What follows belongs to an exercise in optimizing a design on an open flow for small area, a short achievable clock period and few clock cycles per item; a production flow would make more cautious choices. Where RTL was checked, it was by simulation tests only, not by an equivalence proof against the original. Function not checked in runs 2 and 4: the RTL went through the layout flow alone. Power and IR drop assume default switching activity.

==> flow/design.v <==
module chunk_decoder (
    input  wire        clk,
    input  wire        rst,         
    input  wire        in_valid,
    input  wire [7:0]  in_data,
    output wire        in_ready,
    output wire        out_valid,
    input  wire        out_ready,
    output wire        out_hdr,
    output wire [3:0]  out_kind,
    output wire [23:0] out_value,
    output wire [8:0]  out_len,
    output wire [7:0]  out_data,
    output wire        fault,
    output wire [7:0]  fault_tag
);
    localparam integer RING = 248;    
    localparam integer QD   = 6;
    localparam [3:0] K_DATA    = 4'd7;
    localparam [3:0] K_UNKNOWN = 4'd8;
    integer i;
    reg        in_ready_r;
    reg        stop;                  
    reg  [7:0] a_d;
    reg        a_v;
    reg        need_tag;              
    reg        need_len;              
    reg  [7:0] rem_in;                
    reg  [8:0] cin;                   
    reg        fault_r;
    reg  [7:0] fault_tag_r;
    wire       in_fire = in_valid & in_ready_r;
    wire [2:0] a_cls   = a_d[7:5];
    wire       a_bad   = a_d[7] & ~(a_d[6] & a_d[5]);
    reg        p_need_tag, p_need_len, p_done;
    reg  [7:0] p_rem;
    always @(*) begin
        p_need_tag = need_tag;
        p_need_len = need_len;
        p_rem      = rem_in;
        p_done     = 1'b0;
        if (a_v) begin
            if (need_tag) begin
                case (a_cls)
                    3'd0: p_done = 1'b1;
                    3'd1, 3'd2, 3'd3: begin
                        p_need_tag = 1'b0;
                        p_rem      = {6'd0, a_cls[1:0]};
                    end
                    3'd7: begin
                        p_need_tag = 1'b0;
                        p_need_len = 1'b1;
                    end
                    default: p_need_tag = 1'b1;   
                endcase
            end else if (need_len) begin
                p_need_len = 1'b0;
                p_rem      = a_d;
                if (a_d == 8'd0) begin
                    p_done     = 1'b1;
                    p_need_tag = 1'b1;
                end
            end else begin
                p_rem = rem_in - 8'd1;
                if (rem_in == 8'd1) begin
                    p_done     = 1'b1;
                    p_need_tag = 1'b1;
                end
            end
        end
    end
    wire a_is_bad = a_v & need_tag & a_bad;
    wire a_push   = a_v & ~a_is_bad;
    wire in_bad   = in_data[7] & ~(in_data[6] & in_data[5]);
    wire stop_nx  = stop | (in_fire & p_need_tag & in_bad);
    reg  [7:0] w0, w1, w2;
    reg  [1:0] wcnt;
    reg  [RING*8-1:0] ring_d;
    reg  [8:0]        rcnt;           
    reg               rempty;         
    reg               rone;           
    reg               rfull;          
    reg  [7:0]        ph;
    reg               contig;
    reg  [7:0]        hd;
    reg               rd_v;
    wire [7:0] rd_d = ring_d[RING*8-1 -: 8];
    reg  [7:0]    qm [0:QD-1];
    reg  [QD-1:0] qv;
    wire [7:0]    q0 = qm[0];
    wire [7:0]    q1 = qm[1];
    wire          q0v = qv[0];
    wire          q1v = qv[1];
    wire take  = rd_v & ~qv[QD-1];
    wire wr    = (wcnt != 2'd0) &
                 (rempty | (rone & take) | (contig & (~rfull | take)));
    wire newhead = wr & (rempty | (rone & take));    
    wire r_inc   = wr & ~take;
    wire r_dec   = take & ~wr;
    wire r_same  = ~(r_inc | r_dec);
    wire [7:0] st0_d = wr ? w0 : rd_d;
    function [6:0] dec(input [7:0] b);
        reg [3:0] k;
        begin
            case (b)
                8'h31: k = 4'd0;
                8'h52: k = 4'd1;
                8'h55: k = 4'd2;
                8'h70: k = 4'd3;
                8'h73: k = 4'd4;
                8'h74: k = 4'd5;
                8'h75: k = 4'd6;
                default: k = 4'hF;
            endcase
            dec = {~k[3], k[2:0], b == 8'hE1, b != 8'd0, b == 8'd1};
        end
    endfunction
    reg  [6:0] f0;            
    reg        f1nz;          
    wire       f0_tlm = f0[6];
    wire [2:0] f0_tk  = f0[5:3];
    wire       f0_e1  = f0[2];
    wire       f0_nz  = f0[1];
    wire       f0_one = f0[0];
    wire [2:0] q0_cls = q0[7:5];
    reg  s_tag;    
    reg  s_tlm;    
    reg  s_b1;     
    reg  s_b2;     
    reg  s_ut;     
    reg  s_ub1;    
    reg  s_pay;    
    reg  [1:0]  need;         
    reg  [2:0]  tk;           
    wire [23:0] val;          
    reg  [7:0]  t_reg;        
    reg         t_e1;         
    reg  [7:0]  b1_reg;       
    reg         u7;           
    reg  [7:0]  rem;          
    reg  [8:0]  cout;         
    reg         o_valid, o_hdr;
    reg  [3:0]  o_kind;
    reg  [23:0] o_value;      
    reg  [8:0]  o_len;
    wire o_free   = ~o_valid | out_ready;
    wire complete = (cin != cout);
    function [23:0] tlm_val(input [2:0] k, input [23:0] v);
        if (k == 3'd0)
            tlm_val = {{16{v[7]}}, v[7:0]};
        else if (k == 3'd1 || k == 3'd2)
            tlm_val = {8'h00, v[15:0]};
        else
            tlm_val = v;
    endfunction
    reg  [1:0]  pop;
    reg         beat, beat_hdr;
    reg  [3:0]  b_kind;
    reg  [23:0] b_value;
    reg  [8:0]  b_len;
    reg         n_tag, n_tlm, n_b1, n_b2, n_ut, n_ub1, n_pay;
    reg  [1:0]  need_nx;
    reg  [2:0]  tk_nx;
    reg  [23:0] val_nx;
    reg         vload;
    reg         t_e1_nx;
    reg  [7:0]  t_nx, b1_nx, rem_nx;
    reg         u7_nx;
    reg  [23:0] sh;
    wire [8:0] q0_p2 = {1'b0, q0} + 9'd2;
    wire [8:0] q1_p2 = {1'b0, q1} + 9'd2;
    wire [7:0] q0_m1 = q0 - 8'd1;
    wire [7:0] b1_m1 = b1_reg - 8'd1;
    wire [7:0] rem_m1 = rem - 8'd1;
    always @(*) begin
        pop      = 2'd0;
        beat     = 1'b0;
        beat_hdr = 1'b0;
        b_kind   = K_UNKNOWN;
        b_value  = 24'd0;
        b_len    = 9'd0;
        {n_tag, n_tlm, n_b1, n_b2, n_ut, n_ub1, n_pay} =
            {s_tag, s_tlm, s_b1, s_b2, s_ut, s_ub1, s_pay};
        need_nx  = need;
        tk_nx    = tk;
        val_nx   = val;
        vload    = 1'b0;
        t_e1_nx  = t_e1;
        t_nx     = t_reg;
        b1_nx    = b1_reg;
        rem_nx   = rem;
        u7_nx    = u7;
        sh       = 24'd0;
        if (s_tag && q0v) begin
            t_nx  = q0;
            t_e1_nx = f0_e1;
            tk_nx = f0_tk;
            if (f0_tlm) begin
                if (q1v) begin
                    sh = {val[15:0], q1};
                    if (q0_cls == 3'd1) begin
                        beat = 1'b1; beat_hdr = 1'b1;
                        b_kind  = {1'b0, f0_tk};
                        b_value = tlm_val(f0_tk, sh);
                        pop = 2'd2;
                    end else begin
                        val_nx  = sh;
                        vload   = 1'b1;
                        need_nx = q0_cls[1:0] - 2'd1;
                        pop = 2'd2;
                        n_tag = 1'b0; n_tlm = 1'b1;
                    end
                end else begin
                    need_nx = q0_cls[1:0];
                    pop = 2'd1;
                    n_tag = 1'b0; n_tlm = 1'b1;
                end
            end else if (q0_cls != 3'd7) begin
                rem_nx = {6'd0, q0_cls[1:0]};
                u7_nx  = 1'b0;
                if (complete) begin
                    beat = 1'b1; beat_hdr = 1'b1;
                    b_kind = K_UNKNOWN;
                    b_len  = {7'd0, q0_cls[1:0]} + 9'd1;
                    pop = 2'd1;
                    n_tag = 1'b0; n_ut = 1'b1;
                end
            end else begin
                b1_nx  = q1;
                rem_nx = q1;
                u7_nx  = 1'b1;
                if (q1v && f0_e1 && f1nz) begin
                    pop = 2'd2;
                    n_tag = 1'b0; n_b2 = 1'b1;
                end else if (q1v && complete) begin
                    beat = 1'b1; beat_hdr = 1'b1;
                    b_kind = K_UNKNOWN;
                    b_len  = q1_p2;
                    pop = 2'd2;
                    n_tag = 1'b0; n_ut = 1'b1;
                end else begin
                    pop = 2'd1;
                    n_tag = 1'b0; n_b1 = 1'b1;
                end
            end
        end
        if (s_b1 && q0v) begin
            b1_nx = q0;
            if (t_e1 && f0_nz) begin
                rem_nx = q0_m1;
                if (q1v && complete) begin
                    beat = 1'b1; beat_hdr = 1'b1;
                    b_kind  = K_DATA;
                    b_value = {16'h0000, q1};
                    b_len   = {1'b0, q0_m1};
                    pop = 2'd2;
                    n_b1 = 1'b0;
                    if (f0_one) n_tag = 1'b1; else n_pay = 1'b1;
                end else begin
                    pop = 2'd1;
                    n_b1 = 1'b0; n_b2 = 1'b1;
                end
            end else begin
                rem_nx = q0;
                u7_nx  = 1'b1;
                if (complete) begin
                    beat = 1'b1; beat_hdr = 1'b1;
                    b_kind = K_UNKNOWN;
                    b_len  = q0_p2;
                    pop = 2'd1;
                    n_b1 = 1'b0; n_ut = 1'b1;
                end
            end
        end
        if (s_b2 && q0v) begin
            rem_nx = b1_m1;
            if (complete) begin
                beat = 1'b1; beat_hdr = 1'b1;
                b_kind  = K_DATA;
                b_value = {16'h0000, q0};
                b_len   = {1'b0, b1_m1};
                pop = 2'd1;
                n_b2 = 1'b0;
                if (b1_reg == 8'd1) n_tag = 1'b1; else n_pay = 1'b1;
            end
        end
        if (s_tlm && q0v) begin
            if (q1v && need != 2'd1) begin
                sh = {val[7:0], q0, q1};
                pop = 2'd2;
                need_nx = need - 2'd2;
            end else begin
                sh = {val[15:0], q0};
                pop = 2'd1;
                need_nx = need - 2'd1;
            end
            val_nx = sh;
            vload  = 1'b1;
            if (need_nx == 2'd0) begin
                beat = 1'b1; beat_hdr = 1'b1;
                b_kind  = {1'b0, tk};
                b_value = tlm_val(tk, sh);
                n_tlm = 1'b0; n_tag = 1'b1;
            end
        end
        if (s_ut) begin
            beat = 1'b1;
            b_value = {16'h0000, t_reg};
            n_ut = 1'b0;
            if (u7) n_ub1 = 1'b1;
            else if (rem == 8'd0) n_tag = 1'b1;
            else n_pay = 1'b1;
        end
        if (s_ub1) begin
            beat = 1'b1;
            b_value = {16'h0000, b1_reg};
            n_ub1 = 1'b0;
            if (rem == 8'd0) n_tag = 1'b1; else n_pay = 1'b1;
        end
        if (s_pay && q0v) begin
            beat = 1'b1;
            b_value = {16'h0000, q0};
            pop = 2'd1;
            rem_nx = rem_m1;
            if (rem == 8'd1) begin n_pay = 1'b0; n_tag = 1'b1; end
        end
    end
    wire [1:0] pop_g = o_free ? pop : 2'd0;
    wire       o_ld  = o_free & beat;
    wire       o_vl  = o_free & vload & ~beat;
    reg [7:0]    qn [0:QD-1];
    reg [QD-1:0] qvn;
    reg [7:0]    c0, c1, c2;
    reg [QD-1:0] v0, v1, v2;
    wire [QD:0]  qvp = {qv, 1'b1};     
    always @(*) begin
        for (i = 0; i < QD; i = i + 1) begin
            c0 = (take && qvp[i] && !qv[i]) ? rd_d : qm[i];
            c1 = (i + 1 < QD) ? ((take && qv[i] && !qvp[i+2]) ? rd_d : qm[(i+1)%QD]) : rd_d;
            c2 = (i + 2 < QD) ? ((take && qvp[i+2] && !qvp[i+3]) ? rd_d : qm[(i+2)%QD]) : rd_d;
            case (pop_g)
                2'd1:    qn[i] = c1;
                2'd2:    qn[i] = c2;
                default: qn[i] = c0;
            endcase
        end
        v0 = qv | (take ? {qv[QD-2:0], 1'b1} : {QD{1'b0}});
        v1 = {1'b0, qv[QD-1:1]} | (take ? qv : {QD{1'b0}});
        v2 = {2'b0, qv[QD-1:2]} | (take ? {1'b0, qv[QD-1:1]} : {QD{1'b0}});
        case (pop_g)
            2'd1:    qvn = v1;
            2'd2:    qvn = v2;
            default: qvn = v0;
        endcase
    end
    wire [6:0] dec_rd = dec(rd_d);
    wire [6:0] dec_q1 = dec(qm[1]);
    wire [6:0] dec_q2 = dec(qm[2]);
    wire       ins0_0 = take & ~qv[0];
    wire       ins1_0 = take & qv[0] & ~qv[1];
    wire       ins2_0 = take & qv[1] & ~qv[2];
    wire       ins0_1 = take & qv[0] & ~qv[1];
    wire       ins1_1 = take & qv[1] & ~qv[2];
    wire       ins2_1 = take & qv[2] & ~qv[3];
    wire [6:0] f0_c0 = ins0_0 ? dec_rd : f0;
    wire [6:0] f0_c1 = ins1_0 ? dec_rd : dec_q1;
    wire [6:0] f0_c2 = ins2_0 ? dec_rd : dec_q2;
    wire       nz1_c0 = ins0_1 ? dec_rd[1] : f1nz;
    wire       nz1_c1 = ins1_1 ? dec_rd[1] : dec_q2[1];
    wire       nz1_c2 = ins2_1 ? dec_rd[1] : (qm[3] != 8'd0);
    wire [6:0] f0_n  = (pop_g == 2'd1) ? f0_c1 : (pop_g == 2'd2) ? f0_c2 : f0_c0;
    wire       f1nz_n = (pop_g == 2'd1) ? nz1_c1 : (pop_g == 2'd2) ? nz1_c2 : nz1_c0;
    reg [7:0] wn0, wn1, wn2;
    wire [1:0] wpop = {1'b0, wr};
    always @(*) begin
        if (wr) begin wn0 = w1; wn1 = w2; wn2 = w2; end
        else    begin wn0 = w0; wn1 = w1; wn2 = w2; end
        if (a_push) begin
            case (wcnt - wpop)
                2'd0: wn0 = a_d;
                2'd1: wn1 = a_d;
                default: wn2 = a_d;
            endcase
        end
    end
    wire [1:0] wcnt_nx = wcnt - wpop + {1'b0, a_push};
    wire       room    = ({1'b0, wcnt - wpop} + {2'b0, a_v} + {2'b0, in_ready_r}) <= 3'd2;
    always @(posedge clk) begin
        ring_d <= {ring_d[(RING-1)*8-1:0], st0_d};
        a_d    <= in_data;
        for (i = 0; i < QD; i = i + 1) qm[i] <= qn[i];
        f0   <= f0_n;
        f1nz <= f1nz_n;
        w0 <= wn0; w1 <= wn1; w2 <= wn2;
        if (o_free) begin
            t_e1   <= t_e1_nx;
            t_reg  <= t_nx;
            b1_reg <= b1_nx;
            tk     <= tk_nx;
            need   <= need_nx;
            rem    <= rem_nx;
            u7     <= u7_nx;
        end
        fault_tag_r <= ({8{a_is_bad}} & a_d) | ({8{fault_r}} & fault_tag_r);
        {o_kind, o_len} <= ({13{o_ld}} & {b_kind, b_len}) |
                           ({13{~o_free}} & {o_kind, o_len});
        o_hdr <= ~rst & ((o_ld & beat_hdr) | (~o_free & o_hdr));
        o_value <= ({24{o_ld}} & b_value) | ({24{o_vl}} & val_nx) |
                   ({24{~(o_ld | o_vl)}} & o_value);
        if (rst) begin
            in_ready_r <= 1'b1;
            stop       <= 1'b0;
            a_v        <= 1'b0;
            need_tag   <= 1'b1;
            need_len   <= 1'b0;
            rem_in     <= 8'd0;
            cin        <= 9'd0;
            fault_r    <= 1'b0;
            wcnt       <= 2'd0;
            rcnt       <= 9'd0;
            rempty     <= 1'b1;
            rone       <= 1'b0;
            rfull      <= 1'b0;
            ph         <= 8'd0;
            contig     <= 1'b0;
            hd         <= 8'd0;
            rd_v       <= 1'b0;
            qv         <= {QD{1'b0}};
            {s_tag, s_tlm, s_b1, s_b2, s_ut, s_ub1, s_pay} <= 7'b1000000;
            cout       <= 9'd0;
            o_valid    <= 1'b0;
        end else begin
            stop       <= stop_nx;
            in_ready_r <= ~stop_nx & room;
            a_v        <= in_fire;
            need_tag   <= p_need_tag;
            need_len   <= p_need_len;
            rem_in     <= p_rem;
            cin        <= cin + {8'd0, p_done};
            if (a_is_bad) fault_r <= 1'b1;
            wcnt       <= wcnt_nx;
            rcnt   <= rcnt + {8'd0, wr} - {8'd0, take};
            rempty <= (rempty & r_same) | (rone & r_dec);
            rone   <= (rempty & r_inc) | (rone & r_same) | ((rcnt == 9'd2) & r_dec);
            rfull  <= (rfull & r_same) | ((rcnt == RING - 1) & r_inc);
            ph     <= wr ? 8'd1 : (ph == RING - 1) ? 8'd0 : ph + 8'd1;
            contig <= wr | (ph == 8'd0);
            if (newhead)
                hd <= RING - 1;
            else if (!take)
                hd <= (hd == 8'd0) ? RING - 1 : hd - 8'd1;
            rd_v <= ~newhead & ((take & ~(rone & ~wr)) | (~take & ~rempty & (hd == 8'd1)));
            qv <= qvn;
            if (o_free)
                {s_tag, s_tlm, s_b1, s_b2, s_ut, s_ub1, s_pay} <=
                    {n_tag, n_tlm, n_b1, n_b2, n_ut, n_ub1, n_pay};
            cout <= cout + {8'd0, o_free & beat_hdr};
            if (o_free) o_valid <= beat;
        end
    end
    assign in_ready  = in_ready_r;
    assign out_valid = o_valid;
    assign out_hdr   = o_hdr;
    assign out_kind  = o_kind;
    assign out_value = o_value;
    assign out_len   = o_len;
    assign out_data  = o_value[7:0];
    assign val       = o_value;
    assign fault     = fault_r;
    assign fault_tag = fault_tag_r;
endmodule
==> flow/run.sh <==
#!/bin/bash
# synth_recipe.tcl (not shown) runs the flow's synth.tcl, then flattens the netlist and writes it again
# the make line also repeats each setting of config.mk as NAME=value (left out here)
make -C /OpenROAD-flow-scripts/flow DESIGN_CONFIG=/design/flow/config.mk WORK_HOME=/design/flow/orfs CLKGATE_MAP_FILE= SYNTH_SCRIPT=/design/flow/synth_recipe.tcl finish
==> flow/config.mk <==
export PLATFORM = sky130hd
export DESIGN_NAME = chunk_decoder
export DESIGN_NICKNAME = chunk_decoder
export VERILOG_FILES = /design/flow/design.v
export SDC_FILE = /design/flow/constraint.sdc
export NUM_CORES = 4
export LEC_CHECK = 0
export CAP_MARGIN = 20
export CORE_MARGIN = 2
export CORE_UTILIZATION = 40
export SETUP_SLACK_MARGIN = 4.0
export SLEW_MARGIN = 20
==> flow/constraint.sdc <==
create_clock -name core_clock -period 7.0 [get_ports {clk}]
set_input_delay 1.4000 -clock core_clock [delete_from_list [all_inputs] [get_ports {clk}]]
set_output_delay 1.4000 -clock core_clock [all_outputs]
set_load 0.01 [all_outputs]
==> parameters.txt, run 1 <==
Parameter                              Value

Run status
  Result of the run  timing/DRC/antenna clean

Synthesis
  Yosys top cell area share    0.8060
  Ys Warns    3
  Synthesized Nets    3740
  Count leader, synth    sky130_fd_sc_hd__dfxtp_1
  Instance count of the mapped netlist    3679
  Fraction of registers with async set or reset after synthesis    0
  Number of distinct library cells after synthesis    91
  Commonest cells in the netlist    2172 x sky130_fd_sc_hd__dfxtp_1, 218 x sky130_fd_sc_hd__nand2_1, 146 x sky130_fd_sc_hd__o21ai_0
  Number of flops mapped to enable cells by yosys    55
  Post-synthesis cell area    53950 um^2
  Most used DFF post-synth    sky130_fd_sc_hd__dfxtp_1
  Part of the Yosys area used for sequential elements    0.8366
  Number of synthesized register bits    2227
  Largest area contributor in the netlist    sky130_fd_sc_hd__dfxtp_1
  Top area cells in the synthesized netlist    sky130_fd_sc_hd__dfxtp_1 81%, sky130_fd_sc_hd__edfxtp_1 3.1%, sky130_fd_sc_hd__nand2_1 1.5%, sky130_fd_sc_hd__o21ai_0 1.4%, sky130_fd_sc_hd__a21oi_1 1.2%
  Average cell area after synthesis    14.66 um^2

Setup path
  Start of the worst register-to-register path    cin[3]
  Required time at the endpoint of the critical path    7500 ps
  Element type at the critical path start    register
  Data arrival time of the worst path    3580 ps
  Critical Path, Cell by Cell    xor2_2 > nor4_4 > buf_4 > a31oi_4 > buf_6 > a311oi_4 > a21boi_2 > o21a_1 > ha_4 > buf_12 > nor2b_4 > o21ai_2 > o221ai_1 > o21ai_1
  Worst reg-to-reg path cell count    14
  Worst path slowest cell    sky130_fd_sc_hd__dfxtp_4
  Nature of the critical path endpoint    register
  Setup slack, reg-to-reg    3930 ps
  CP peak stage delay    360 ps
  Highest net fanout along the worst path    6
  Crit Reg-Reg Endpoint    f0[5]
  Cell family contributing the most delay on the critical path    compound AO/OA/AOI/OAI gates
  Buffers plus inverters on the worst setup path    3
  Worst setup path category    register to register

Clocking
  Clock sink count    2227
  H-Tree Level Count    4
  Post-CTS Hold Fix Bufs    0
  Cell chosen for the clock root    sky130_fd_sc_hd__clkbuf_16
  Reg clk slew, reported paths    60 ps
  CTS tree    built
  TritonCTS Buffers    197
  Clock latency of the later-clocked register in the worst-skew pair    790 ps
  Clk buf depth    3

Layout
  Final nets    3969
  Fraction of layout instances using a drive strength above 1    0.1376
  Flip-flop count of the largest register, all copies and words added    1984
  Largest regs    ring_d x1984, qm x48, o_value x24
  Register with the most flip-flops    ring_d
  # diodes    0
  Fill count    11.40k
  Core occupancy in the finished layout    0.4824
  Layout overhead on the synthesized area    19.48%

Routing
  1st-pass router iterations    6
  DR iter-0 viols    1717
  Vias after detailed routing    25.84k
  Average routed wire per standard cell    14.46 um
  Avg Vias per Cell    4.421
  Drt total wl    84530 um
  Number of antenna-violating nets in the routed design    0
  DRC errors left    0

Pwr
  Cell area power density    402.7 nW/um^2
  Leak    0.02552 uW
  IR Drop Worst-Case VDD    233.2 uV
  Overall Power    25960 uW

Hold path
  Worst hold start    ring_d[164]
  Min-Delay Path Depth    0
  Path type of the worst min-delay path    register to register
  Hold Path End    ring_d[172]

Global routing
  Initial antenna violation count    1
  Total grt overflow    0
  Maximum number of pins on one net before global-route repair    52
  Global-route wire length before repair    136700 um
  GR Util All Layers    0.1225
  Number of global-route vias before repair    25.21k

Placement
  HPWL after DPL    45550 um
  GP Congestion    0.8687
  Pre-CTS worst setup slack    2272 ps
  Number of port buffers    68

Timing
  Setup repair after global routing missed its margin    true
  Setup violators final    0
  Final hold slack    309.4 ps
  Actual transition at the worst max-transition pin    987.6 ps
  Hold Fails Final Rpt    0
  Maximum frequency from static timing analysis    0.3252 GHz
  Final Critical Period    3075 ps
  Worst slew margin    0.3416
  Worst setup slack after layout    3925 ps
  Max-slew violations    0
  Fraction of the cycle the final worst path needs    0.4392
  Setup TNS Final    0 ps
  Final setup skew    39.18 ps

Die
  Floorplan die area    137800 um^2
  X dimension of the die    371.3 um
  Die extent in y    371.3 um
  Starting density of the core    0.4037
  Num rows    134
  IO Count    69
  Total core area    133600 um^2

Job
  Max-cap viol count    0
[layout make-up]
type                    instances  area (um^2)  share of cell area
well taps                    1768         2212             0.03432
inverters                      64        252.7            0.003921
multi-input cells            1266         8382              0.1300
clock buffers                 294         5899             0.09152
flip-flops and latches       2227        45180              0.7010
repair buffers                152         1525             0.02366
clock inverters                73         1005             0.01559
[timing repair]
item	4_1_cts	5_1_grt
gates resized for setup	131	56
cloned	5	4
pin swaps	13	24
hold endpoints to repair	0	0
setup endpoints to repair	205	80
setup buffers	29	32
[kinds of logic after synthesis]
| kind of cell | after synthesis | share of synthesized area |
|---|---|---|
| AND/OR/NAND/NOR | 570 | 0.04991 |
| AO/OA/AOI/OAI | 492 | 0.05870 |
| buffers and inverters | 188 | 0.01528 |
| XOR/XNOR | 76 | 0.01234 |
| flip-flops | 2227 | 0.8366 |
| adder cells (fa/ha/maj) | 50 | 0.01183 |
| multiplexers | 76 | 0.01538 |
[worst register-to-register path, cell delays in order, from the launching register on]
cell and delay, ps:
sky130_fd_sc_hd__dfxtp_4 360, sky130_fd_sc_hd__xor2_2 180, sky130_fd_sc_hd__nor4_4 260, sky130_fd_sc_hd__buf_4 190
sky130_fd_sc_hd__a31oi_4 90, sky130_fd_sc_hd__buf_6 150, sky130_fd_sc_hd__a311oi_4 300, sky130_fd_sc_hd__a21boi_2 230
sky130_fd_sc_hd__o21a_1 170, sky130_fd_sc_hd__ha_4 160, sky130_fd_sc_hd__buf_12 110, sky130_fd_sc_hd__nor2b_4 200
sky130_fd_sc_hd__o21ai_2 100, sky130_fd_sc_hd__o221ai_1 200, sky130_fd_sc_hd__o21ai_1 120
[how the worst max path moves through the flow]
stage	start	endpoint	slack, ps	cells after the start
after floorplan	out_ready	qm[0][0]	3950	11
after global placement	out_ready	qm[5][2]	2320	7
after detailed placement	out_ready	qm[5][2]	2270	7
after CTS	qm[0][6]	cout[8]	4000	12
after global routing	cin[3]	f0[4]	3740	14
final	cin[3]	f0[5]	3930	14
[through the flow]
stage	instance area, um^2	cells
after floorplan	54130	3679
after global placement	56440	5407
after detailed placement	56440	5407
after CTS	63920	5808
after global routing	64460	5844
final	64460	5844
[routing by layer]
metal / vias to the layer above / part of all wire / wire length (um) / GRT usage
li1: 12730 / - / - / -
met4: 0 / 0.032 / 2701 / 0.05832
met5: - / 0 / 0 / 0
met3: 182 / 0.052 / 4423 / 0.02732
met1: 12311 / 0.51 / 42710 / 0.1769
met2: 616 / 0.41 / 34700 / 0.1732
[cells in the final DEF (no fill, tap or decap), types with 9 or more instances in the layout]
cell type / Yosys / routed
sky130_fd_sc_hd__or3_1: 11 / 11
sky130_fd_sc_hd__o21ai_1: 2 / 12
sky130_fd_sc_hd__a22o_1: 11 / 11
sky130_fd_sc_hd__nor2b_1: 17 / 14
sky130_fd_sc_hd__dlygate4sd2_1: 0 / 57
sky130_fd_sc_hd__nor3_1: 37 / 36
sky130_fd_sc_hd__bufinv_16: 0 / 15
sky130_fd_sc_hd__a21o_1: 10 / 10
sky130_fd_sc_hd__nand4_1: 17 / 17
sky130_fd_sc_hd__edfxtp_1: 55 / 55
sky130_fd_sc_hd__o21ai_0: 146 / 130
sky130_fd_sc_hd__ha_1: 47 / 40
sky130_fd_sc_hd__buf_4: 9 / 61
sky130_fd_sc_hd__clkbuf_16: 0 / 205
sky130_fd_sc_hd__mux2_2: 45 / 45
sky130_fd_sc_hd__clkbuf_8: 2 / 52
sky130_fd_sc_hd__dfxtp_4: 0 / 10
sky130_fd_sc_hd__xnor2_1: 40 / 40
sky130_fd_sc_hd__nand2b_1: 12 / 9
sky130_fd_sc_hd__nand3_1: 46 / 46
sky130_fd_sc_hd__a221oi_1: 10 / 9
sky130_fd_sc_hd__dfxtp_1: 2172 / 2152
sky130_fd_sc_hd__nor4_1: 16 / 16
sky130_fd_sc_hd__o22ai_1: 23 / 23
sky130_fd_sc_hd__mux2i_1: 30 / 30
sky130_fd_sc_hd__inv_1: 62 / 55
sky130_fd_sc_hd__nand2_1: 218 / 217
sky130_fd_sc_hd__a21oi_1: 124 / 119
sky130_fd_sc_hd__and3_1: 12 / 12
sky130_fd_sc_hd__clkinv_2: 0 / 28
sky130_fd_sc_hd__clkdlybuf4s50_1: 0 / 10
sky130_fd_sc_hd__clkinvlp_4: 0 / 13
sky130_fd_sc_hd__o221ai_1: 27 / 27
sky130_fd_sc_hd__a22oi_1: 55 / 54
sky130_fd_sc_hd__dfxtp_2: 0 / 10
sky130_fd_sc_hd__clkbuf_1: 81 / 41
sky130_fd_sc_hd__nor2_1: 135 / 126
sky130_fd_sc_hd__a31oi_1: 9 / 9
sky130_fd_sc_hd__xor2_1: 36 / 35
[power by group]
part | internal, uW | total, uW | leakage (uW) | switching (uW)
Combinational | 509 | 1030 | 0.00408 | 523
Clock | 6440 | 11000 | 0.00337 | 4550
Sequential | 13600 | 13900 | 0.0181 | 319
Testbench counts, summed over its fixed seeds: cycles 26,311, items 1,600.
==> run 2, diff against run 1 <==
--- a/flow/design.v
+++ b/flow/design.v
@@ -326,6 +326,9 @@
         end
     end
     wire [1:0] pop_g = o_free ? pop : 2'd0;
+    wire       p_1   = o_free & (pop == 2'd1);
+    wire       p_2   = o_free & (pop == 2'd2);
+    wire       p_0   = ~(p_1 | p_2);
     wire       o_ld  = o_free & beat;
     wire       o_vl  = o_free & vload & ~beat;
     reg [7:0]    qn [0:QD-1];
@@ -338,11 +341,7 @@
             c0 = (take && qvp[i] && !qv[i]) ? rd_d : qm[i];
             c1 = (i + 1 < QD) ? ((take && qv[i] && !qvp[i+2]) ? rd_d : qm[(i+1)%QD]) : rd_d;
             c2 = (i + 2 < QD) ? ((take && qvp[i+2] && !qvp[i+3]) ? rd_d : qm[(i+2)%QD]) : rd_d;
-            case (pop_g)
-                2'd1:    qn[i] = c1;
-                2'd2:    qn[i] = c2;
-                default: qn[i] = c0;
-            endcase
+            qn[i] = ({8{p_0}} & c0) | ({8{p_1}} & c1) | ({8{p_2}} & c2);
         end
         v0 = qv | (take ? {qv[QD-2:0], 1'b1} : {QD{1'b0}});
         v1 = {1'b0, qv[QD-1:1]} | (take ? qv : {QD{1'b0}});
@@ -368,8 +367,8 @@
     wire       nz1_c0 = ins0_1 ? dec_rd[1] : f1nz;
     wire       nz1_c1 = ins1_1 ? dec_rd[1] : dec_q2[1];
     wire       nz1_c2 = ins2_1 ? dec_rd[1] : (qm[3] != 8'd0);
-    wire [6:0] f0_n  = (pop_g == 2'd1) ? f0_c1 : (pop_g == 2'd2) ? f0_c2 : f0_c0;
-    wire       f1nz_n = (pop_g == 2'd1) ? nz1_c1 : (pop_g == 2'd2) ? nz1_c2 : nz1_c0;
+    wire [6:0] f0_n   = ({7{p_0}} & f0_c0) | ({7{p_1}} & f0_c1) | ({7{p_2}} & f0_c2);
+    wire       f1nz_n = (p_0 & nz1_c0) | (p_1 & nz1_c1) | (p_2 & nz1_c2);
     reg [7:0] wn0, wn1, wn2;
     wire [1:0] wpop = {1'b0, wr};
     always @(*) begin
==> run 2 against run 1 <==
Hold slack lost 8.0 ps. Count of clock-buffer cells in the layout shrank 17. Critical endpoint is now qv[4]. Area after synthesis shrank 0.23%. Final cell count shrank 0.26%. Sequential cell count is the same. Critical path type is now input port to register. Setup slack lost 86 ps. Fmax shrank 2.7%.
==> parameters.txt, run 2 <==
Parameter                              Value

Run status
  Result of the run  timing/DRC/antenna clean

Layout
  Leading cell types in the layout, fill and taps excluded    2162 x sky130_fd_sc_hd__dfxtp_1, 204 x sky130_fd_sc_hd__clkbuf_16, 173 x sky130_fd_sc_hd__nand2_1
  Register with the most flip-flops    ring_d
  Largest regs    ring_d x1984, qm x48, o_value x24
  Fill count    11.45k (+0.47%)
  Final nets    3951 (-0.45%)
  Layout overhead on the synthesized area    19.55% (about the same)
  Commonest non-fill, non-tap cell in the layout    sky130_fd_sc_hd__dfxtp_1
  Core occupancy in the finished layout    0.4822 (about the same)
  Fraction of layout instances using a drive strength above 1    0.1268 (-0.01079)
  Flip-flop count of the largest register, all copies and words added    1984 (unchanged)

Die
  Die extent in y    370.8 um (-0.11%)
  IO Count    69 (unchanged)
  Starting density of the core    0.4033 (-0.0004116)
  X dimension of the die    370.8 um (-0.11%)
  Total core area    133500 um^2 (-0.13%)
  Floorplan die area    137500 um^2 (-0.23%)
  Num rows    134 (unchanged)

Global routing
  Initial antenna violation count    4 (+3)
  Maximum number of pins on one net before global-route repair    60 (+15%)
  Total grt overflow    0 (unchanged)
  Global-route wire length before repair    139300 um (+1.8%)
  GR Util All Layers    0.1276 (+0.005111)
  Number of global-route vias before repair    25.30k (+0.36%)

Setup path
  Start of the worst register-to-register path    cout[8]
  Nature of the critical path endpoint    register
  Launching element of the worst setup path    out_ready
  Crit Reg-Reg Endpoint    qv[0]
  Most Frequent Cell on Critical Path    sky130_fd_sc_hd__buf_12
  Critical Path, Cell by Cell    clkdlybuf4s50_1 > nor2b_4 > buf_12 > clkinv_4 > nand2_4 > o31ai_4 > buf_12 > inv_2 > ha_4 > buf_12 > buf_4 > a21o_1 > a32oi_1 > a21oi_1
  CP peak stage delay    500 ps (+140 ps)
  Required time at the endpoint of the critical path    7620 ps (+120 ps)
  Highest net fanout along the worst path    17 (+11)
  Element type at the critical path start    input port
  Data arrival time of the worst path    3780 ps (+200 ps)
  Worst reg-to-reg path cell count    14 (unchanged)
  Worst setup path category    input port to register
  Setup slack, reg-to-reg    3850 ps (-80 ps)
  Worst path slowest cell    sky130_fd_sc_hd__clkdlybuf4s50_1
  Worst setup path endpoint    qv[4]

Synthesis
  Post-synthesis cell area    53830 um^2 (-0.23%)
  Fraction of registers with async set or reset after synthesis    0 (unchanged)
  Average cell area after synthesis    14.61 um^2 (-0.39%)
  Top area cells in the synthesized netlist    sky130_fd_sc_hd__dfxtp_1 81%, sky130_fd_sc_hd__edfxtp_1 2.2%, sky130_fd_sc_hd__mux2i_1 1.3%, sky130_fd_sc_hd__a21oi_1 1.3%, sky130_fd_sc_hd__nand2_1 1.2%
  Combinational family with the most area after synthesis    compound AO/OA/AOI/OAI gates
  Commonest cells in the netlist    2188 x sky130_fd_sc_hd__dfxtp_1, 178 x sky130_fd_sc_hd__nand2_1, 172 x sky130_fd_sc_hd__nor2_1
  Count leader, synth    sky130_fd_sc_hd__dfxtp_1
  Number of flops mapped to enable cells by yosys    39 (-29%)
  Yosys top cell area share    0.8137 (+0.007787)
  Part of the Yosys area used for sequential elements    0.8355 (-0.001070)
  Largest area contributor in the netlist    sky130_fd_sc_hd__dfxtp_1
  Ys Warns    3 (unchanged)
  Area share of and/or/nand/nor cells after synthesis    0.05021 (+0.0002996)
  Multiplexer share of the synthesized area    0.01655 (+0.001174)
  Fraction of the mapped netlist area in adder cells    0.01185 (+0.00002694)
  Number of synthesized register bits    2227 (unchanged)
  Most used DFF post-synth    sky130_fd_sc_hd__dfxtp_1
  Xor/xnor cell area share of the yosys netlist    0.01253 (+0.0001908)
  Synthesized Nets    3746 (+0.16%)
  Instance count of the mapped netlist    3685 (+0.16%)
  Post-synthesis compound-gate area fraction    0.05930 (+0.0005986)
  Number of distinct library cells after synthesis    73 (-20%)

Routing
  Top routing layer used    met5
  Sum of routed wire segments on met1    42820 um (+0.24%)
  Avg Vias per Cell    4.436 (+0.33%)
  1st-pass router iterations    5 (-1)
  DR iter-0 viols    1829 (+6.5%)
  Met2 wirelength from detailed routing    35490 um (+2.3%)
  DRC errors left    0 (unchanged)
  Drt total wl    87050 um (+3.0%)
  Wire length on met3    5738 um (+30%)
  Number of antenna-violating nets in the routed design    0 (unchanged)
  Average routed wire per standard cell    14.93 um (+3.2%)
  Vias after detailed routing    25.86k (+0.074%)

Timing
  Actual transition at the worst max-transition pin    1166 ps (+178.1 ps)
  Setup violators final    0 (unchanged)
  Fraction of the cycle the final worst path needs    0.4515 (+0.01227)
  Setup TNS Final    0 ps (unchanged)
  Final Critical Period    3161 ps (+85.86 ps)
  Worst slew margin    0.2186 (-0.1230)
  Hold Fails Final Rpt    0 (unchanged)
  Final setup skew    31.16 ps (-8.022 ps)
  Setup repair after global routing missed its margin    true
  Max-slew violations    0 (unchanged)
  Maximum frequency from static timing analysis    0.3164 GHz (-2.7%)

Pwr
  Cell area power density    428.7 nW/um^2 (+6.5%)
  IR Drop Worst-Case VDD    289.1 uV (+24%)
  Leak    0.02559 uW (+0.28%)

Placement
  Number of port buffers    68 (unchanged)
  HPWL after DPL    49540 um (+8.7%)
  GP Congestion    0.8757 (+0.81%)

Clocking
  H-Tree Level Count    4 (unchanged)
  Cell chosen for the clock root    sky130_fd_sc_hd__clkbuf_16
  TritonCTS Buffers    200 (+1.5%)
  Post-CTS Hold Fix Bufs    0 (unchanged)
  Clk buf depth    3 (unchanged)
  Reg clk slew, reported paths    60 ps (about the same)
  CTS tree    built
  Clock latency of the later-clocked register in the worst-skew pair    800 ps (about the same)
  Clock sink count    2227 (unchanged)

Job
  Max-cap viol count    0 (unchanged)

Hold path
  Path type of the worst min-delay path    register to register
run 2: cell types whose count changed in the layout (fill, tap and decap cells not counted), moves of 30 or more:
cell	delta
sky130_fd_sc_hd__nand2_1	-44
sky130_fd_sc_hd__nand2b_1	+35
sky130_fd_sc_hd__o21ai_0	-52
sky130_fd_sc_hd__o221ai_1	+30
sky130_fd_sc_hd__mux2i_1	+41
sky130_fd_sc_hd__nor2_1	+38
run 2: what timing repair did:
item                       4_1_cts  5_1_grt
gates resized for setup        133       44
pin swaps                       10       20
setup buffers                   20       16
setup endpoints to repair      183       31
gates cloned                     5        0
run 2: worst max-delay path, delay by kind of cell:
family | cells | cell delay [ps]
buffers and inverters | 7 | 1320
AO/OA/AOI/OAI | 4 | 650
adder cells (fa/ha/maj) | 1 | 260
AND/OR/NAND/NOR | 2 | 140
run 2: cell type report:
cell class | instances | area (um^2) | share of cell area
Clock buffer | 277 | 5769 | 0.08965
Tap cell | 1768 | 2212 | 0.03438
Sequential cell | 2227 | 45030 | 0.6998
Multi-Input combinational cell | 1270 | 8473 | 0.1317
Timing Repair Buffer | 133 | 1286 | 0.01999
Antenna cell | 1 | 2.502 | 0.00003889
Clock inverter | 95 | 1340 | 0.02082
Inverter | 58 | 237.7 | 0.003694
run 2: kinds of logic after synthesis:
logic type      count (synthesis)
flops                        2227
simple gates                  577
compound gates                478
buf+inv                       189
mux                            87
xor+xnor                       77
fa+ha+maj                      50
run 2: power breakdown:
part	leakage, uW	switching [uW]	internal (uW)
registers	0.0181	616	13800
clock network	0.00346	4620	6640
logic	0.00402	1070	853
run 2: worst min-delay path by stage:
stage            startpoint            to  slack (ps)  cells after the start
6_report       ring_d[1792]  ring_d[1800]         300                      0
5_1_grt        ring_d[1792]  ring_d[1800]         310                      0
4_1_cts        ring_d[1792]  ring_d[1800]         310                      0
3_5_place_dp   ring_d[1159]  ring_d[1167]         310                      0
3_3_place_gp   ring_d[1835]  ring_d[1843]         310                      0
2_1_floorplan   ring_d[992]  ring_d[1000]         310                      0
run 2: stage by stage:
stage          hold WS, ps  setup WS [ps]  power (uW)  cell area (um^2)  std cells
4_1_cts              305.7           3849       27840             64010       5811
2_1_floorplan        309.6           3922       15760             54000       3685
3_5_place_dp         312.1           2456       16420             56480       5414
6_report             301.3           3839       27590             64350       5829
5_1_grt              308.1           3736       28750             64350       5828
3_3_place_gp         309.6           2481       16400             56480       5414
run 2: metal layers:
layer / global-route usage / up-vias
li1: - / 12722
met1: 0.1801 / 12253
met2: 0.1801 / 659
met3: 0.03785 / 222
met4: 0.05676 / 2
met5: 0 / -
==> run 3, diff against run 2 <==
--- a/flow/design.v
+++ b/flow/design.v
@@ -29,6 +29,7 @@
     reg  [8:0] cin;                   
     reg        fault_r;
     reg  [7:0] fault_tag_r;
+    reg        in_e1;                 
     wire       in_fire = in_valid & in_ready_r;
     wire [2:0] a_cls   = a_d[7:5];
     wire       a_bad   = a_d[7] & ~(a_d[6] & a_d[5]);
@@ -69,12 +70,18 @@
             end
         end
     end
+    wire a_tlm = (a_d == 8'h31) | (a_d == 8'h52) | (a_d == 8'h55) | (a_d == 8'h70) |
+                 (a_d == 8'h73) | (a_d == 8'h74) | (a_d == 8'h75);
+    wire a_unk = (need_tag & ~a_cls[2] & ~a_tlm) |
+                 (need_len & (~in_e1 | (a_d == 8'd0)));
     wire a_is_bad = a_v & need_tag & a_bad;
     wire a_push   = a_v & ~a_is_bad;
     wire in_bad   = in_data[7] & ~(in_data[6] & in_data[5]);
     wire stop_nx  = stop | (in_fire & p_need_tag & in_bad);
     reg  [7:0] w0, w1, w2;
+    reg        wu0, wu1, wu2;         
     reg  [1:0] wcnt;
+    reg        fill;                  
     reg  [RING*8-1:0] ring_d;
     reg  [8:0]        rcnt;           
     reg               rempty;         
@@ -92,8 +99,9 @@
     wire          q0v = qv[0];
     wire          q1v = qv[1];
     wire take  = rd_v & ~qv[QD-1];
-    wire wr    = (wcnt != 2'd0) &
-                 (rempty | (rone & take) | (contig & (~rfull | take)));
+    wire wr_ok = rempty | (rone & take) | (contig & (~rfull | take));
+    wire wr    = ((wcnt != 2'd0) | fill) & wr_ok;    
+    wire wpp   = wr & ~fill;                         
     wire newhead = wr & (rempty | (rone & take));    
     wire r_inc   = wr & ~take;
     wire r_dec   = take & ~wr;
@@ -303,7 +311,8 @@
                 n_tlm = 1'b0; n_tag = 1'b1;
             end
         end
-        if (s_ut) begin
+        if (s_ut && q0v) begin
+            pop  = 2'd1;
             beat = 1'b1;
             b_value = {16'h0000, t_reg};
             n_ut = 1'b0;
@@ -370,15 +379,16 @@
     wire [6:0] f0_n   = ({7{p_0}} & f0_c0) | ({7{p_1}} & f0_c1) | ({7{p_2}} & f0_c2);
     wire       f1nz_n = (p_0 & nz1_c0) | (p_1 & nz1_c1) | (p_2 & nz1_c2);
     reg [7:0] wn0, wn1, wn2;
-    wire [1:0] wpop = {1'b0, wr};
+    reg       wun0, wun1, wun2;
+    wire [1:0] wpop = {1'b0, wpp};
     always @(*) begin
-        if (wr) begin wn0 = w1; wn1 = w2; wn2 = w2; end
-        else    begin wn0 = w0; wn1 = w1; wn2 = w2; end
+        if (wpp) begin wn0 = w1; wn1 = w2; wn2 = w2; wun0 = wu1; wun1 = wu2; wun2 = wu2; end
+        else     begin wn0 = w0; wn1 = w1; wn2 = w2; wun0 = wu0; wun1 = wu1; wun2 = wu2; end
         if (a_push) begin
             case (wcnt - wpop)
-                2'd0: wn0 = a_d;
-                2'd1: wn1 = a_d;
-                default: wn2 = a_d;
+                2'd0: begin wn0 = a_d; wun0 = a_unk; end
+                2'd1: begin wn1 = a_d; wun1 = a_unk; end
+                default: begin wn2 = a_d; wun2 = a_unk; end
             endcase
         end
     end
@@ -391,6 +401,7 @@
         f0   <= f0_n;
         f1nz <= f1nz_n;
         w0 <= wn0; w1 <= wn1; w2 <= wn2;
+        wu0 <= wun0; wu1 <= wun1; wu2 <= wun2;
         if (o_free) begin
             t_e1   <= t_e1_nx;
             t_reg  <= t_nx;
@@ -416,6 +427,7 @@
             cin        <= 9'd0;
             fault_r    <= 1'b0;
             wcnt       <= 2'd0;
+            fill       <= 1'b0;
             rcnt       <= 9'd0;
             rempty     <= 1'b1;
             rone       <= 1'b0;
@@ -438,6 +450,8 @@
             cin        <= cin + {8'd0, p_done};
             if (a_is_bad) fault_r <= 1'b1;
             wcnt       <= wcnt_nx;
+            if (wr) fill <= ~fill & wu0;
+            if (a_v & need_tag) in_e1 <= (a_d == 8'hE1);
             rcnt   <= rcnt + {8'd0, wr} - {8'd0, take};
             rempty <= (rempty & r_same) | (rone & r_dec);
             rone   <= (rempty & r_inc) | (rone & r_same) | ((rcnt == 9'd2) & r_dec);
==> run 3 against run 2 <==
Still clean on timing, DRC and antenna. Non-clock buffer count grew 2. Die area rose by 0.98%. Power is 0.64% higher. Sequential cell count is 5 higher. Fmax increased by 7.5%. Final area up 0.26%. Via count rose by 2.5%. Critical path depth decreased by 2. Critical endpoint is now qv[0].
==> parameters.txt, run 3 <==
Parameter                              Value

Run status
  Result of the run  timing/DRC/antenna clean

Synthesis
  Xor/xnor cell area share of the yosys netlist    0.01247 (-0.00005437)
  Instance count of the mapped netlist    3759 (+2.0%)
  Number of flops mapped to enable cells by yosys    41 (+5.1%)
  Largest area contributor in the netlist    sky130_fd_sc_hd__dfxtp_1
  Commonest cells in the netlist    2191 x sky130_fd_sc_hd__dfxtp_1, 201 x sky130_fd_sc_hd__nand2_1, 171 x sky130_fd_sc_hd__nor2_1
  Average cell area after synthesis    14.46 um^2 (-0.99%)
  Yosys top cell area share    0.8068 (-0.006911)
  Multiplexer share of the synthesized area    0.01491 (-0.001636)
  Number of distinct library cells after synthesis    85 (+16%)
  Fraction of the mapped netlist area in adder cells    0.01155 (-0.0003009)
  Post-synthesis compound-gate area fraction    0.06336 (+0.004065)
  Ys Warns    3 (unchanged)
  Most used DFF post-synth    sky130_fd_sc_hd__dfxtp_1
  Count leader, synth    sky130_fd_sc_hd__dfxtp_1
  Synthesized Nets    3820 (+2.0%)
  Number of synthesized register bits    2232 (+0.22%)
  Fraction of registers with async set or reset after synthesis    0 (unchanged)
  Post-synthesis cell area    54360 um^2 (+0.99%)
  Combinational family with the most area after synthesis    compound AO/OA/AOI/OAI gates
  Top area cells in the synthesized netlist    sky130_fd_sc_hd__dfxtp_1 81%, sky130_fd_sc_hd__edfxtp_1 2.3%, sky130_fd_sc_hd__nand2_1 1.4%, sky130_fd_sc_hd__a21oi_1 1.3%, sky130_fd_sc_hd__mux2i_1 1.2%
  Area share of and/or/nand/nor cells after synthesis    0.05337 (+0.003165)
  Part of the Yosys area used for sequential elements    0.8295 (-0.006021)

Global routing
  Number of global-route vias before repair    26.02k (+2.8%)
  Total grt overflow    0 (unchanged)
  Maximum number of pins on one net before global-route repair    51 (-15%)
  Initial antenna violation count    4 (unchanged)
  GR Util All Layers    0.1240 (-0.003585)
  Global-route wire length before repair    140700 um (+1.0%)

Setup path
  Required time at the endpoint of the critical path    7610 ps (about the same)
  Worst path slowest cell    sky130_fd_sc_hd__clkdlybuf4s50_1
  Most Frequent Cell on Critical Path    sky130_fd_sc_hd__a21oi_1
  Nature of the critical path endpoint    register
  Start of the worst register-to-register path    need[0]
  Worst reg-to-reg path cell count    10 (-4)
  Critical Path, Cell by Cell    clkdlybuf4s50_1 > nor2b_4 > inv_6 > nand3_1 > a211oi_4 > buf_12 > inv_2 > ha_4 > a21oi_1 > o31ai_2 > a21oi_1 > a311oi_1
  Setup slack, reg-to-reg    4080 ps (+230 ps)
  Crit Reg-Reg Endpoint    o_value[20]
  Data arrival time of the worst path    3560 ps (-220 ps)
  CP peak stage delay    510 ps (about the same)
  Worst setup path category    input port to register
  Element type at the critical path start    input port
  Highest net fanout along the worst path    13 (-4)

Placement
  HPWL after DPL    48330 um (-2.4%)
  Placed insts    5501 (+1.6%)
  GP Congestion    0.8747 (-0.11%)
  Number of port buffers    68 (unchanged)

Die
  X dimension of the die    372.7 um (+0.49%)
  Num rows    135 (+0.75%)
  IO Count    69 (unchanged)
  Starting density of the core    0.4023 (-0.001026)
  Floorplan die area    138900 um^2 (+0.98%)
  Total core area    135100 um^2 (+1.3%)
  Die extent in y    372.7 um (+0.49%)

Pwr
  IR Drop Worst-Case VDD    241.8 uV (-16%)
  Leak    0.02562 uW (+0.10%)
  Cell area power density    430.3 nW/um^2 (+0.38%)
  Overall Power    27760 uW (+0.64%)

Timing
  Max-slew violations    0 (unchanged)
  Setup TNS Final    0 ps (unchanged)
  Setup violators final    0 (unchanged)
  Final setup skew    63.00 ps (+31.84 ps)
  Actual transition at the worst max-transition pin    1071 ps (-95.12 ps)
  Final Critical Period    2941 ps (-219.9 ps)
  Fraction of the cycle the final worst path needs    0.4201 (-0.03142)
  Worst slew margin    0.2836 (+0.06501)
  Setup repair after global routing missed its margin    true
  Maximum frequency from static timing analysis    0.3401 GHz (+7.5%)
  Hold Fails Final Rpt    0 (unchanged)

Layout
  Largest regs    ring_d x1984, qm x48, o_value x24
  # diodes    0 (-1)
  Register with the most flip-flops    ring_d
  Commonest non-fill, non-tap cell in the layout    sky130_fd_sc_hd__dfxtp_1
  Flip-flop count of the largest register, all copies and words added    1984 (unchanged)
  Final nets    4020 (+1.7%)
  Fill count    11.71k (+2.3%)
  Leading cell types in the layout, fill and taps excluded    2165 x sky130_fd_sc_hd__dfxtp_1, 202 x sky130_fd_sc_hd__clkbuf_16, 195 x sky130_fd_sc_hd__nand2_1
  Non-filler instance count after layout    5901 (+1.2%)
  Layout overhead on the synthesized area    18.68%
  Fraction of layout instances using a drive strength above 1    0.1238 (-0.003061)

Hold path
  Path type of the worst min-delay path    register to register
  Min-Delay Path Depth    0 (unchanged)
  Hold Path End    ring_d[288]
  Worst hold start    ring_d[280]

Clocking
  Clock sink count    2232 (+0.22%)
  H-Tree Level Count    4 (unchanged)
  TritonCTS Buffers    196 (-2.0%)
  Reg clk slew, reported paths    70 ps (about the same)
  Clock latency of the later-clocked register in the worst-skew pair    800 ps (about the same)
  Cell chosen for the clock root    sky130_fd_sc_hd__clkbuf_16
  CTS tree    built
  Clk buf depth    3 (unchanged)

Routing
  1st-pass router iterations    6 (+1)
  Avg Vias per Cell    4.490 (+1.2%)
  Number of antenna-violating nets in the routed design    0 (unchanged)
  Vias after detailed routing    26.50k (+2.5%)
  DR iter-0 viols    1937 (+5.9%)
  Average routed wire per standard cell    14.56 um (-2.5%)
  DRC errors left    0 (unchanged)
  Drt total wl    85920 um (-1.3%)

Job
  Max-cap viol count    0 (unchanged)
run 3: timing repair:
item | CTS | global route
gates resized for setup | 150 | 56
hold buffers | 0 | 0
setup buffers | 17 | 20
pin swaps | 11 | 22
endpoints found under the setup margin | 195 | 50
gates cloned | 4 | 0
run 3: layout make-up:
cell class                      count  area (um^2)  area share
Clock inverter                     70        878.3     0.01361
Clock buffer                      289         5832     0.09039
Timing Repair Buffer              135         1292     0.02003
Sequential cell                  2232        45150      0.6998
Inverter                           63        256.5    0.003976
Tap cell                         1781         2228     0.03454
Multi-Input combinational cell   1331         8880      0.1376
run 3: worst max-delay path: cells and delay by family:
family	cells	cell delay [ps]
AO/OA/AOI/OAI	5	730
AND/OR/NAND/NOR	2	230
adder cells (fa/ha/maj)	1	290
buffers and inverters	4	900
run 3: worst max path at each step:
| stage | start | endpoint | slack (ps) |
|---|---|---|---|
| final | out_ready | qv[0] | 4060 |
| after global routing | need[0] | o_value[19] | 3950 |
| after CTS | need[1] | cout[8] | 3980 |
| after detailed placement | out_ready | qv[0] | 2650 |
| after global placement | out_ready | qv[2] | 2640 |
| after floorplan | qv[5] | rcnt[8] | 3950 |
run 3: logic make-up (layout without fill, tap and decap cells):
logic type,after synthesis,in the layout
AO/OA/AOI/OAI,517,517
flip-flops,2232,2232
adder cells (fa/ha/maj),49,49
XOR/XNOR,74,74
buffers and inverters,196,557
multiplexers,77,77
AND/OR/NAND/NOR,614,614
run 3: where the power goes:
group	total (uW)	internal, uW	switching [uW]
logic	2390	1040	1350
registers	14600	14000	658
clock network	10800	6220	4530
run 3: metrics by stage:
step	hold slack, ps	area (um^2)	setup WS (ps)	util
5_1_grt	277.7	64520	3955	0.4775
3_5_place_dp	312.1	56980	2651	0.4216
6_report	274.9	64520	4059	0.4775
4_1_cts	272.5	64150	3981	0.4748
2_1_floorplan	309.6	54440	3946	-
3_3_place_gp	310.7	56970	2640	0.4216
run 3: routing by layer:
layer,GRT usage,vias up,wire length [um]
li1,-,13005,-
met1,0.1826,12472,43640
met2,0.1671,770,33670
met3,0.03217,246,5522
met4,0.06090,2,3070
met5,0,-,10
Testbench counts of run 3, summed over its fixed seeds: cycles 26,564, items 1,600.
==> run 4, diff against run 3 <==
--- a/flow/design.v
+++ b/flow/design.v
@@ -26,7 +26,9 @@
     reg        need_tag;              
     reg        need_len;              
     reg  [7:0] rem_in;                
-    reg  [8:0] cin;                   
+    reg  [8:0] pend;                  
+    reg        complete;              
+    reg        pend1;                 
     reg        fault_r;
     reg  [7:0] fault_tag_r;
     reg        in_e1;                 
@@ -146,13 +148,11 @@
     reg  [7:0]  b1_reg;       
     reg         u7;           
     reg  [7:0]  rem;          
-    reg  [8:0]  cout;         
     reg         o_valid, o_hdr;
     reg  [3:0]  o_kind;
     reg  [23:0] o_value;      
     reg  [8:0]  o_len;
     wire o_free   = ~o_valid | out_ready;
-    wire complete = (cin != cout);
     function [23:0] tlm_val(input [2:0] k, input [23:0] v);
         if (k == 3'd0)
             tlm_val = {{16{v[7]}}, v[7:0]};
@@ -335,6 +335,8 @@
         end
     end
     wire [1:0] pop_g = o_free ? pop : 2'd0;
+    wire       p_inc = p_done;
+    wire       p_dec = o_free & beat_hdr;
     wire       p_1   = o_free & (pop == 2'd1);
     wire       p_2   = o_free & (pop == 2'd2);
     wire       p_0   = ~(p_1 | p_2);
@@ -355,11 +357,7 @@
         v0 = qv | (take ? {qv[QD-2:0], 1'b1} : {QD{1'b0}});
         v1 = {1'b0, qv[QD-1:1]} | (take ? qv : {QD{1'b0}});
         v2 = {2'b0, qv[QD-1:2]} | (take ? {1'b0, qv[QD-1:1]} : {QD{1'b0}});
-        case (pop_g)
-            2'd1:    qvn = v1;
-            2'd2:    qvn = v2;
-            default: qvn = v0;
-        endcase
+        qvn = ({QD{p_0}} & v0) | ({QD{p_1}} & v1) | ({QD{p_2}} & v2);
     end
     wire [6:0] dec_rd = dec(rd_d);
     wire [6:0] dec_q1 = dec(qm[1]);
@@ -424,7 +422,9 @@
             need_tag   <= 1'b1;
             need_len   <= 1'b0;
             rem_in     <= 8'd0;
-            cin        <= 9'd0;
+            pend       <= 9'd0;
+            complete   <= 1'b0;
+            pend1      <= 1'b0;
             fault_r    <= 1'b0;
             wcnt       <= 2'd0;
             fill       <= 1'b0;
@@ -438,7 +438,6 @@
             rd_v       <= 1'b0;
             qv         <= {QD{1'b0}};
             {s_tag, s_tlm, s_b1, s_b2, s_ut, s_ub1, s_pay} <= 7'b1000000;
-            cout       <= 9'd0;
             o_valid    <= 1'b0;
         end else begin
             stop       <= stop_nx;
@@ -447,7 +446,10 @@
             need_tag   <= p_need_tag;
             need_len   <= p_need_len;
             rem_in     <= p_rem;
-            cin        <= cin + {8'd0, p_done};
+            pend       <= pend + {8'd0, p_inc} - {8'd0, p_dec};
+            complete   <= (complete & ~(pend1 & p_dec & ~p_inc)) | p_inc;
+            pend1      <= (~complete & p_inc) | (pend1 & (p_inc ~^ p_dec)) |
+                          ((pend == 9'd2) & p_dec & ~p_inc);
             if (a_is_bad) fault_r <= 1'b1;
             wcnt       <= wcnt_nx;
             if (wr) fill <= ~fill & wu0;
@@ -467,7 +469,6 @@
             if (o_free)
                 {s_tag, s_tlm, s_b1, s_b2, s_ut, s_ub1, s_pay} <=
                     {n_tag, n_tlm, n_b1, n_b2, n_ut, n_ub1, n_pay};
-            cout <= cout + {8'd0, o_free & beat_hdr};
             if (o_free) o_valid <= beat;
         end
     end
==> run 4 against run 3 <==
Still clean on timing, DRC and antenna. Count of clock-buffer cells in the layout decreased by 1. Via count decreased by 1.2%. Final cell count decreased by 1.2%. Critical path type is now register to register. Largest cell class unchanged.
==> parameters.txt, run 4 <==
Parameter                              Value

Setup path
  Element type at the critical path start    register
  Nature of the critical path endpoint    register
  Buffers plus inverters on the worst setup path    1 (-3)
  Critical Path, Cell by Cell    or4_4 > nor4b_4 > o21a_1 > nor2_4 > ha_4 > inv_4 > ha_4 > fa_2 > a21oi_2 > o21bai_2 > a21oi_2 > o21ai_2 > and3_1 > nor3_2
  Highest net fanout along the worst path    2 (-11)
  Required time at the endpoint of the critical path    7720 ps (+110 ps)
  Cell family contributing the most delay on the critical path    simple AND/OR/NAND/NOR gates
  Data arrival time of the worst path    3880 ps (+320 ps)
  Worst setup path category    register to register
  CP peak stage delay    550 ps (+40 ps)
  Worst path slowest cell    sky130_fd_sc_hd__or4_4
  Setup slack, reg-to-reg    3840 ps (-240 ps)

Layout
  Layout overhead on the synthesized area    18.57% (about the same)
  Leading cell types in the layout, fill and taps excluded    2152 x sky130_fd_sc_hd__dfxtp_1, 204 x sky130_fd_sc_hd__clkbuf_16, 190 x sky130_fd_sc_hd__nand2_1
  Commonest non-fill, non-tap cell in the layout    sky130_fd_sc_hd__dfxtp_1
  Final nets    3967 (-1.3%)
  Fraction of layout instances using a drive strength above 1    0.1296 (+0.005857)
  # diodes    0 (unchanged)
  Fill count    11.56k (-1.3%)
  Flip-flop count of the largest register, all copies and words added    1984 (unchanged)
  Register with the most flip-flops    ring_d
  Core occupancy in the finished layout    0.4796 (+0.002103)
  Largest regs    ring_d x1984, qm x48, o_value x24

Routing
  1st-pass router iterations    6 (unchanged)
  Average routed wire per standard cell    14.46 um (-0.68%)
  DRC errors left    0 (unchanged)
  DR iter-0 viols    1892 (-2.3%)
  Vias after detailed routing    26.17k (-1.2%)
  Number of antenna-violating nets in the routed design    0 (unchanged)
  Avg Vias per Cell    4.487 (about the same)
  Drt total wl    84350 um (-1.8%)

Timing
  Worst setup slack after layout    3837 ps (-222.8 ps)
  Actual transition at the worst max-transition pin    978.1 ps (-92.50 ps)
  Fraction of the cycle the final worst path needs    0.4519 (+0.03182)
  Setup violators final    0 (unchanged)
  Setup TNS Final    0 ps (unchanged)
  Final setup skew    21.82 ps (-41.19 ps)
  Max-slew violations    0 (unchanged)
  Setup repair after global routing missed its margin    true
  Final Critical Period    3163 ps (+222.8 ps)
  Worst slew margin    0.3472 (+0.06360)
  Final hold slack    313.5 ps (+38.59 ps)
  Hold Fails Final Rpt    0 (unchanged)
  Maximum frequency from static timing analysis    0.3161 GHz (-7.0%)

Synthesis
  Ys Warns    3 (unchanged)
  Number of flops mapped to enable cells by yosys    41 (unchanged)
  Yosys top cell area share    0.8080 (+0.001179)
  Synthesized Nets    3768 (-1.4%)
  Part of the Yosys area used for sequential elements    0.8308 (+0.001285)
  Instance count of the mapped netlist    3700 (-1.6%)
  Number of distinct library cells after synthesis    94 (+11%)
  Fraction of registers with async set or reset after synthesis    0 (unchanged)
  Number of synthesized register bits    2225 (-0.31%)
  Commonest cells in the netlist    2184 x sky130_fd_sc_hd__dfxtp_1, 193 x sky130_fd_sc_hd__nand2_1, 143 x sky130_fd_sc_hd__nor2_1
  Largest area contributor in the netlist    sky130_fd_sc_hd__dfxtp_1
  Count leader, synth    sky130_fd_sc_hd__dfxtp_1
  Top area cells in the synthesized netlist    sky130_fd_sc_hd__dfxtp_1 81%, sky130_fd_sc_hd__edfxtp_1 2.3%, sky130_fd_sc_hd__mux2i_1 1.4%, sky130_fd_sc_hd__nand2_1 1.3%, sky130_fd_sc_hd__ha_1 1.2%
  Most used DFF post-synth    sky130_fd_sc_hd__dfxtp_1
  Post-synthesis cell area    54110 um^2 (-0.46%)
  Average cell area after synthesis    14.62 um^2 (+1.1%)

Clocking
  Clk buf depth    3 (unchanged)
  TritonCTS Buffers    198 (+1.0%)
  H-Tree Level Count    4 (unchanged)
  Reg clk slew, reported paths    60 ps (about the same)
  Clock sink count    2225 (-0.31%)
  CTS tree    built
  Cell chosen for the clock root    sky130_fd_sc_hd__clkbuf_16
  Clock latency of the later-clocked register in the worst-skew pair    800 ps (about the same)
  Post-CTS Hold Fix Bufs    0 (unchanged)

Pwr
  Leak    0.02535 uW (-1.0%)
  Cell area power density    426.7 nW/um^2 (-0.84%)
  IR Drop Worst-Case VDD    297.0 uV (+23%)

Die
  Starting density of the core    0.4044 (+0.002129)
  Die extent in y    371.8 um (-0.23%)
  Num rows    134 (-0.74%)
  Floorplan die area    138200 um^2 (-0.46%)
  X dimension of the die    371.8 um (-0.23%)
  IO Count    69 (unchanged)
  Total core area    133800 um^2 (-0.99%)

Job
  Max-cap viol count    0 (unchanged)

Placement
  Number of port buffers    68 (unchanged)
  HPWL after DPL    46360 um (-4.1%)
  GP Congestion    0.8632 (-1.3%)
  Pre-CTS worst setup slack    2145 ps (-506.0 ps)

Hold path
  Path type of the worst min-delay path    register to register

Run status
  Result of the run  timing/DRC/antenna clean

Global routing
  Global-route wire length before repair    136500 um (-3.0%)
  GR Util All Layers    0.1225 (-0.001552)
  Maximum number of pins on one net before global-route repair    49 (-3.9%)
  Number of global-route vias before repair    25.42k (-2.3%)
  Initial antenna violation count    5 (+1)
  Total grt overflow    0 (unchanged)
[run 4: changes by cell type in the layout (fill, tap and decap cells not counted), sizes merged, moves of 8 or more]
cell and change:
a21oi -38, a22oi +10, clkinv +8, nand2b -29, nand3b +9, nor2 -24
nor4 +12, o21ai +52, o221ai -17, o22a +32, o22ai -28, xor2 -11
[run 4: cells by family after synthesis]
kind of cell,synth area share
fa+ha+maj,0.01337
xor+xnor,0.009712
mux,0.01496
compound gates,0.06345
flops,0.8308
simple gates,0.05272
buf+inv,0.01503
[run 4: area by class of cell]
type / count / area (um^2) / area share
inverter: 57 / 229.0 / 0.003569
multi-input combinational: 1289 / 8815 / 0.1374
clock buffer: 288 / 5831 / 0.09087
tap: 1768 / 2212 / 0.03448
timing repair buffer: 128 / 1141 / 0.01778
clock inverter: 78 / 905.9 / 0.01412
sequential: 2225 / 45030 / 0.7018
[run 4: what timing repair did]
| action | 4_1_cts | 5_1_grt |
|---|---|---|
| gates resized for setup | 155 | 40 |
| buffers inserted | 26 | 12 |
| endpoints found under the hold margin | 0 | 0 |
| gates cloned | 1 | 1 |
| pin swaps | 23 | 26 |
| endpoints found under the setup margin | 142 | 86 |
[run 4: power breakdown]
part / internal (uW) / switching [uW]
Sequential: 13800 / 695
Clock: 6300 / 4520
Combinational: 967 / 1150
[run 4: layer usage]
layer | track usage | share of wire
met1 | 0.1755 | 0.49
met5 | 0 | 0
met3 | 0.03672 | 0.072
met2 | 0.1682 | 0.40
met4 | 0.05707 | 0.037
[run 4: final timing paths]
kind	start	endpoint	cells past startpoint
worst max-delay path	a_d[4]	pend[8]	14
worst min-delay path	ring_d[694]	ring_d[702]	0
worst max register to register	a_d[4]	pend[8]	14
worst min register to register	ring_d[694]	ring_d[702]	0
[run 4: through the flow]
stage               cells  power, uW  instance area [um^2]
detailed placement   5426      16620                 56720
finish               5833      27380                 64160
global placement     5426      16590                 56720
CTS                  5819      27630                 63880
floorplan            3700      15910                 54250
global route         5833      28620                 64160

afterwards: timing with drivers on the ports:
In the flow no input, the clock included, has a driving cell. The finished layouts below were timed again as built, in two steps. Step 1 sets driving cells, clkbuf_16 on the clock port and buf_2 on the other inputs (assumed; they add their load-dependent delay and slew). Step 2 adds t to the input delays and takes it off the output delays; t is the mean of the earliest and latest rising clock arrival at the registers after step 1. Input paths then give back, and output paths get back, about the clock's delay inside the block. Three values: no drivers, after step 1, after step 2; two values: the first two.
run | shift t [ns] | setup slack, ns | hold slack, ns | worst data-port slew with drivers (ns)
run 1 | 0.849 | 3.925 / 3.925 / 3.259 | 0.309 / 0.309 / 0.309 | 0.07
run 2 | 0.847 | 3.839 / 3.771 / 2.924 | 0.301 / 0.301 / 0.301 | 0.13
run 3 | 0.847 | 4.059 / 4.017 / 3.248 | 0.275 / 0.275 / 0.275 | 0.11
run 4 | 0.855 | 3.837 / 3.837 / 3.054 | 0.313 / 0.313 / 0.313 | 0.12
After both steps every run listed still meets setup and hold. For run 2, which loses most, drivers alone change the setup slack by -0.068 ns; drivers and shift together by -0.915 ns.
